This design comes from an exercise in tuning for small area, a short achievable clock period and few clock cycles per item on the open sky130 flow, not from production work. The RTL was checked by simulation tests, not by an equivalence proof against the original design. Power and IR drop assume default switching activity.

**flow/design.v**
```verilog
module cfl_parse (
    input  wire        clk,
    input  wire        rst,
    input  wire        in_valid,
    output wire        in_ready,
    input  wire [7:0]  in_data,
    input  wire        in_last,
    input  wire [7:0]  in_ch,
    output reg         res_valid,
    output reg  [3:0]  res_code,
    output reg         pok,
    output reg  [7:0]  pch,
    output reg  [63:0] pf1_mant,
    output reg  [63:0] pf2_mant,
    output reg  [63:0] pf3_mant,
    output reg  [63:0] pf4_mant,
    output reg  [63:0] pf5_mant,
    output reg  [7:0]  pf1_scale,
    output reg  [7:0]  pf2_scale,
    output reg  [7:0]  pf3_scale,
    output reg  [7:0]  pf4_scale,
    output reg  [7:0]  pf5_scale,
    output reg  [7:0]  pgas_off,
    output reg  [7:0]  pgas_len
);
    localparam [3:0] RC_SUCCESS      = 4'd0;
    localparam [3:0] RC_BADFORMAT    = 4'd4;
    localparam [3:0] RC_WRONGDEVICE  = 4'd5;
    localparam [3:0] RC_INVALIDDATA  = 4'd6;
    localparam [1:0] S_RUN    = 2'd0;    
    localparam [1:0] S_CLOSE  = 2'd1;    
    localparam [1:0] S_DECIDE = 2'd2;    
    localparam [4:0] MAX_DIGITS = 5'd18;
    reg [1:0]  st;
    reg [7:0]  pos;          
    reg [7:0]  ch_q;         
    reg        in_tok;       
    reg [2:0]  ntok;         
    reg [2:0]  cur;          
    reg        tok0_ok;      
    reg        numbad;       
    reg [59:0] acc;
    reg        neg;
    reg        pnt;
    reg [4:0]  ndig;         
    reg [4:0]  nscale;       
    reg        bad;          
    reg [63:0] t_mant [1:5];
    reg [4:0]  t_scale [1:5];
    reg [7:0]  t_goff;
    reg [7:0]  t_glen;
    assign in_ready = (st == S_RUN);
    wire       take     = in_valid && in_ready;
    wire       is_sp    = (in_data == 8'h20);
    wire       is_dig   = (in_data >= 8'h30) && (in_data <= 8'h39);
    wire       is_plus  = (in_data == 8'h2B);
    wire       is_minus = (in_data == 8'h2D);
    wire       is_dot   = (in_data == 8'h2E);
    wire [3:0] dval     = in_data[3:0];
    wire       close_tok = in_tok && ((take && is_sp) || (st == S_CLOSE));
    wire [63:0] acc_ext   = {4'd0, acc};
    wire [63:0] mant_val  = neg ? (64'd0 - acc_ext) : acc_ext;
    wire        num_fail  = bad || (ndig == 5'd0) || (ndig > MAX_DIGITS);
    wire        ch_legal  = (ch_q == 8'h41) || (ch_q == 8'h42) ||
                            (ch_q == 8'h43) || (ch_q == 8'h5A);
    integer i;
    always @(posedge clk) begin
        if (rst) begin
            st        <= S_RUN;
            pos       <= 8'd0;
            ch_q      <= 8'd0;
            in_tok    <= 1'b0;
            ntok      <= 3'd0;
            cur       <= 3'd0;
            tok0_ok   <= 1'b0;
            numbad    <= 1'b0;
            acc       <= 60'd0;
            neg       <= 1'b0;
            pnt       <= 1'b0;
            ndig      <= 5'd0;
            nscale    <= 5'd0;
            bad       <= 1'b0;
            for (i = 1; i <= 5; i = i + 1) begin
                t_mant[i]  <= 64'd0;
                t_scale[i] <= 5'd0;
            end
            t_goff    <= 8'd0;
            t_glen    <= 8'd0;
            res_valid <= 1'b0;
            res_code  <= 4'd0;
            pok       <= 1'b0;
            pch       <= 8'd0;
            pf1_mant  <= 64'd0;
            pf2_mant  <= 64'd0;
            pf3_mant  <= 64'd0;
            pf4_mant  <= 64'd0;
            pf5_mant  <= 64'd0;
            pf1_scale <= 8'd0;
            pf2_scale <= 8'd0;
            pf3_scale <= 8'd0;
            pf4_scale <= 8'd0;
            pf5_scale <= 8'd0;
            pgas_off  <= 8'd0;
            pgas_len  <= 8'd0;
        end else begin
            res_valid <= 1'b0;
            if (close_tok) begin
                for (i = 1; i <= 5; i = i + 1) begin
                    if (cur == i) begin
                        t_mant[i]  <= mant_val;
                        t_scale[i] <= nscale;
                        if (num_fail)
                            numbad <= 1'b1;
                    end
                end
            end
            case (st)
            S_RUN: begin
                if (take) begin
                    ch_q <= in_ch;
                    pos  <= pos + 8'd1;
                    if (is_sp) begin
                        in_tok <= 1'b0;
                    end else if (!in_tok) begin
                        in_tok <= 1'b1;
                        cur    <= ntok;
                        if (ntok != 3'd7)
                            ntok <= ntok + 3'd1;
                        if (ntok == 3'd0)
                            tok0_ok <= (in_data == in_ch);
                        if (ntok == 3'd6) begin
                            t_goff <= pos;
                            t_glen <= 8'd1;
                        end
                        neg    <= is_minus;
                        pnt    <= is_dot;
                        acc    <= is_dig ? {56'd0, dval} : 60'd0;
                        ndig   <= is_dig ? 5'd1 : 5'd0;
                        nscale <= 5'd0;
                        bad    <= !(is_dig || is_plus || is_minus || is_dot);
                    end else begin
                        if (cur == 3'd0)
                            tok0_ok <= 1'b0;
                        if (cur == 3'd6)
                            t_glen <= t_glen + 8'd1;
                        if (is_dig) begin
                            acc <= acc * 60'd10 + {56'd0, dval};
                            if (ndig != 5'd19) begin
                                ndig <= ndig + 5'd1;
                                if (pnt)
                                    nscale <= nscale + 5'd1;
                            end
                        end else if (is_dot) begin
                            if (pnt)
                                bad <= 1'b1;
                            pnt <= 1'b1;
                        end else begin
                            bad <= 1'b1;
                        end
                    end
                    if (in_last)
                        st <= S_CLOSE;
                end
            end
            S_CLOSE: begin
                in_tok <= 1'b0;
                st     <= S_DECIDE;
            end
            default: begin  
                res_valid <= 1'b1;
                if (!ch_legal) begin
                    res_code <= RC_INVALIDDATA;        
                end else if (ntok != 3'd7) begin
                    res_code <= RC_BADFORMAT;
                    pok      <= 1'b0;
                end else if (!tok0_ok) begin
                    res_code <= RC_WRONGDEVICE;
                    pok      <= 1'b0;
                end else if (numbad) begin
                    res_code <= RC_INVALIDDATA;
                    pok      <= 1'b0;
                end else begin
                    res_code  <= RC_SUCCESS;
                    pok       <= 1'b1;
                    pch       <= ch_q;
                    pf1_mant  <= t_mant[1];
                    pf2_mant  <= t_mant[2];
                    pf3_mant  <= t_mant[3];
                    pf4_mant  <= t_mant[4];
                    pf5_mant  <= t_mant[5];
                    pf1_scale <= {3'd0, t_scale[1]};
                    pf2_scale <= {3'd0, t_scale[2]};
                    pf3_scale <= {3'd0, t_scale[3]};
                    pf4_scale <= {3'd0, t_scale[4]};
                    pf5_scale <= {3'd0, t_scale[5]};
                    pgas_off  <= t_goff;
                    pgas_len  <= t_glen;
                end
                pos     <= 8'd0;
                ntok    <= 3'd0;
                tok0_ok <= 1'b0;
                numbad  <= 1'b0;
                st      <= S_RUN;
            end
            endcase
        end
    end
endmodule
```
**flow/run.sh**
```bash
#!/bin/bash
# synth_recipe.tcl (not shown) runs the flow's synth.tcl, then flattens the netlist and writes it again
# the make line also repeats each setting of config.mk as NAME=value (left out here)
make -C /OpenROAD-flow-scripts/flow DESIGN_CONFIG=/design/flow/config.mk WORK_HOME=/design/flow/orfs CLKGATE_MAP_FILE= SYNTH_SCRIPT=/design/flow/synth_recipe.tcl finish
```
**flow/config.mk**
```make
export PLATFORM = sky130hd
export DESIGN_NAME = cfl_parse
export DESIGN_NICKNAME = cfl_parse
export VERILOG_FILES = /design/flow/design.v
export SDC_FILE = /design/flow/constraint.sdc
export NUM_CORES = 4
export LEC_CHECK = 0
export CAP_MARGIN = 20
export CORE_MARGIN = 2
export CORE_UTILIZATION = 40
export SLEW_MARGIN = 20
```
**flow/constraint.sdc**
```tcl
create_clock -name core_clock -period 6.0 [get_ports {clk}]
set_input_delay 1.2000 -clock core_clock [delete_from_list [all_inputs] [get_ports {clk}]]
set_output_delay 1.2000 -clock core_clock [all_outputs]
set_load 0.01 [all_outputs]
```
==> impl_metrics.tcl <==
set metrics [dict create \
    outcome "timing/DRC/antenna clean" \
    postCtsSetupRepairBufs 0 \
    via_per_inst 5.31 \
    cpLargestDelayFamily "compound AO/OA/AOI/OAI gates" \
    syn-mean-instance-area_um2 8.15 \
    internal_power_mw 8.58 \
    reg2reg_slack_ps 660 \
    p_seq_frac 0.487 \
    die_area_um2 89100 \
    ys.warnings.count 3 \
    placed_area_um2 39300 \
    slew_violations 0 \
    synth_area_leader_cell "dfxtp_1" \
    p_leak_nw 14.4 \
    reg2reg_depth 16 \
    area_growth_pct 21.8 \
    htree_levels 3 \
    cts.sinks 805 \
    worstHoldEndpoint "pf1_scale[3]" \
    ant_nets 0 \
    core-area_um2 85500 \
    drive_gt1_frac 0.0538 \
    synth_top_area_share 0.465 \
    cap_violations 0 \
    hpwl_um 74700 \
    peakVddDrop_mv 0.187 \
    yosysUniqueCellTypes 76 \
    period_needed_ps 5340 \
    cts_tree "built" \
    nets 4612 \
    design_power_total_mw 11.0 \
    grt_max_degree 211 \
    hold_viol 0 \
    cts_resized 0 \
    fin_tns_setup_ps 0 \
    finalSetupViolCount 0 \
    synth.area.top_cells "dfxtp_1, nand2_1, a21oi_1, a211oi_1, nor2_1" \
    switching_share 0.223 \
    yosysSeqAreaShare 0.465 \
    ios 411 \
    synth-seq-cells 805 \
    ys.flop_type "dfxtp_1" \
    wire_per_inst_um 19.0 \
    chipWidth_um 298 \
    num_rows 107 \
    holdPathStages 2 \
    p_per_area_nw_per_um2 261 \
    combPwrFrac 0.027 \
    clock_latency_ps 650 \
    synth-async-reset-ratio 0 \
    r2r-end "acc[59]" \
    fin_ws_ps 662 \
    first_pass_iters 6 \
    r2r_start "acc[0]" \
    fin_util 0.494 \
    synth-edff-count 0 \
    grtUsageTotal 0.232 \
    worst-path-buf-inv 1 \
    crit_path_max_fanout 9 \
    initial_core_util 0.405 \
    hold_start "t_scale[1][3]" \
    yosysMostFrequentCell "nand2_1" \
    place_ws_ps 719 \
    synthTopCellsByCount "nand2_1, dfxtp_1, a21oi_1" \
    maxSlewHeadroom 0.173 \
    critPathKind "flop to flop" \
    final-instance-count-excl-fill 5679 \
    dr.first_iter.drc_count 2459 \
    max_freq_mhz 187 \
    cts_buffers 84 \
    finalInstanceArea_um2 42200 \
    place_congestion 0.910 \
    clk_pin_slew_ps 60 \
    antenna_found_initial 3 \
    grt_overflow 0 \
    period_share 0.890 \
    drt-total-wl_um 108000 \
    crit_chain "ha_1, ha_1, inv_1, fa_1, nor2b_1, o2111ai_1, a21oi_1, o21ai_0, a2111oi_0, nor2_1, a211o_1, nor4_1, nand2_1, nor4_1, mux2i_1, nand2_1" \
    tightest_slew_ps 1240 \
    grt_first_pass_wirelength_um 164000 \
    critPathLaunchType "flop" \
    die_height_um 298 \
    hp-class "flop to flop" \
    rsz0062_at_grt "no" \
    clock_skew_ps 41.5 \
    cts_root_buf "clkbuf_16" \
    end_kind "flop" \
    vias 30151 \
    drc_errors 0 \
    max_stage_delay_ps 970 \
    slowest_stage "a2111oi_0" \
    dpl.cell_count 5522 \
    port_buffers 394 \
    worstPathRequired_ps 6530 \
    worst_ep_arrival_time_ps 5870 \
    p_sw_mw 2.46 \
    cts_buffer_depth 3 \
    syn_area_um2 34700 \
    whs_ps 424 \
    grt_pass1_vias 27266 \
    clockPowerShare 0.487 \
    syn_inst 4255 \
    cts_hold_buf 0 \
]
-- flip-flops by register name, indices dropped and copies added, names as in the netlist, 5 cells and up --
| name | cells |
|---|---|
| acc | 60 |
| ch_q | 8 |
| ndig | 5 |
| nscale | 5 |
| pch | 8 |
| pf1_mant | 61 |
| pf1_scale | 5 |
| pf2_mant | 61 |
| pf2_scale | 5 |
| pf3_mant | 61 |
| pf3_scale | 5 |
| pf4_mant | 61 |
| pf4_scale | 5 |
| pf5_mant | 61 |
| pf5_scale | 5 |
| pgas_len | 8 |
| pgas_off | 8 |
| pos | 8 |
| t_glen | 8 |
| t_goff | 8 |
| t_mant | 305 |
| t_scale | 25 |
-- logic make-up (layout without fill, tap and decap cells) --
kind of cell,count (synthesis),after routing,share of synthesized area
compound gates,1056,1056,0.188
simple gates,1706,1706,0.208
fa+ha+maj,127,127,0.0463
flops,805,805,0.465
other cells,1,18,0.000108
mux,10,10,0.00292
buf+inv,367,630,0.0431
xor+xnor,183,183,0.0471
-- area by class of cell --
| class | count | area, um^2 |
|---|---|---|
| antenna | 2 | 5.00 |
| clock buffer | 118 | 2460 |
| clock inverter | 36 | 428 |
| fill | 8355 | 43300 |
| inverter | 34 | 128 |
| multi-input combinational | 3098 | 17200 |
| sequential | 805 | 16100 |
| tap | 1144 | 1430 |
| timing repair buffer | 442 | 4450 |
-- worst reg2reg max path, stage by stage, from the launching register on --
cell,delay (ps)
dfxtp_1,600
ha_1,230
ha_1,190
inv_1,60
fa_1,400
nor2b_1,180
o2111ai_1,200
a21oi_1,240
o21ai_0,210
a2111oi_0,970
nor2_1,230
a211o_1,400
nor4_1,460
nand2_1,140
nor4_1,450
mux2i_1,230
nand2_1,60
-- routing by layer --
layer / global-route usage / routed length [um] / up-vias
met5: 0 / 11 / -
met4: 0.0608 / 2350 / 2
met3: 0.0403 / 6310 / 123
met2: 0.349 / 46900 / 839
met1: 0.341 / 52200 / 14168
li1: - / - / 15019
-- power by group through the flow --
stage | registers (mW) | logic, mW | clock network [mW]
finish | 5.37 | 0.297 | 5.37
global route | 5.37 | 0.324 | 5.70
CTS | 5.37 | 0.297 | 5.49
detailed placement | 5.49 | 0.296 | 0
global placement | 5.49 | 0.297 | 0
floorplan | 5.48 | 0.215 | 0
-- cell usage in the layout (no fill, tap or decap), drive strengths merged, types with 19 or more instances in the layout --
cell,synthesis,layout
nand2,957,957
buf,39,49
nand3,44,44
a211oi,283,283
dfxtp,805,805
a22oi,27,27
xor2,108,108
inv,34,36
o21ai,110,110
clkdlybuf4s50,0,393
or3,28,28
ha,125,125
a21o,20,20
clkbuf,294,118
nor2,446,446
xnor2,75,75
nor4,19,19
clkinv,0,24
o31ai,24,24
nand4,48,48
a21oi,507,507
nor3,50,50
-- worst max path at each step --
stage | depth (start not counted) | endpoint | from | slack [ps]
3_3_place_gp | 14 | acc[55] | in_data[2] | 750
3_5_place_dp | 17 | acc[58] | acc[0] | 720
5_1_grt | 17 | acc[58] | acc[0] | 270
6_report | 16 | acc[59] | acc[0] | 660
2_1_floorplan | 17 | acc[56] | acc[3] | 1560
4_1_cts | 17 | acc[58] | acc[0] | 710
Testbench counts, summed over its fixed seeds: cycles 74,266, lines 1,600.

[afterwards: timing with drivers on the ports]
The flow's constraints put no driver on any port. The routed layout listed below was extracted and timed again, unchanged, in two steps.
Step 1 assumes that a clkbuf_16 drives the clock port and a buf_2 every other input.
Step 2 times the ports against the registers' clock, not the clock port: input delays grow and output delays shrink by t, the midpoint of the rising clock arrivals with the driver on.
a / b / c = ideal / step 1 / step 2; a / b = the first two.
shift t [ns]: 0.695
setup slack, ns: 0.662 / 0.662 / 0.637
slew at the worst register clock pin (ns): 0.06 / 0.06
cell pins on the clock port's net: 1
After both steps this run still meets setup and hold. The setup slack of this run moves by 0.000 ns with the drivers and by -0.025 ns with both steps.
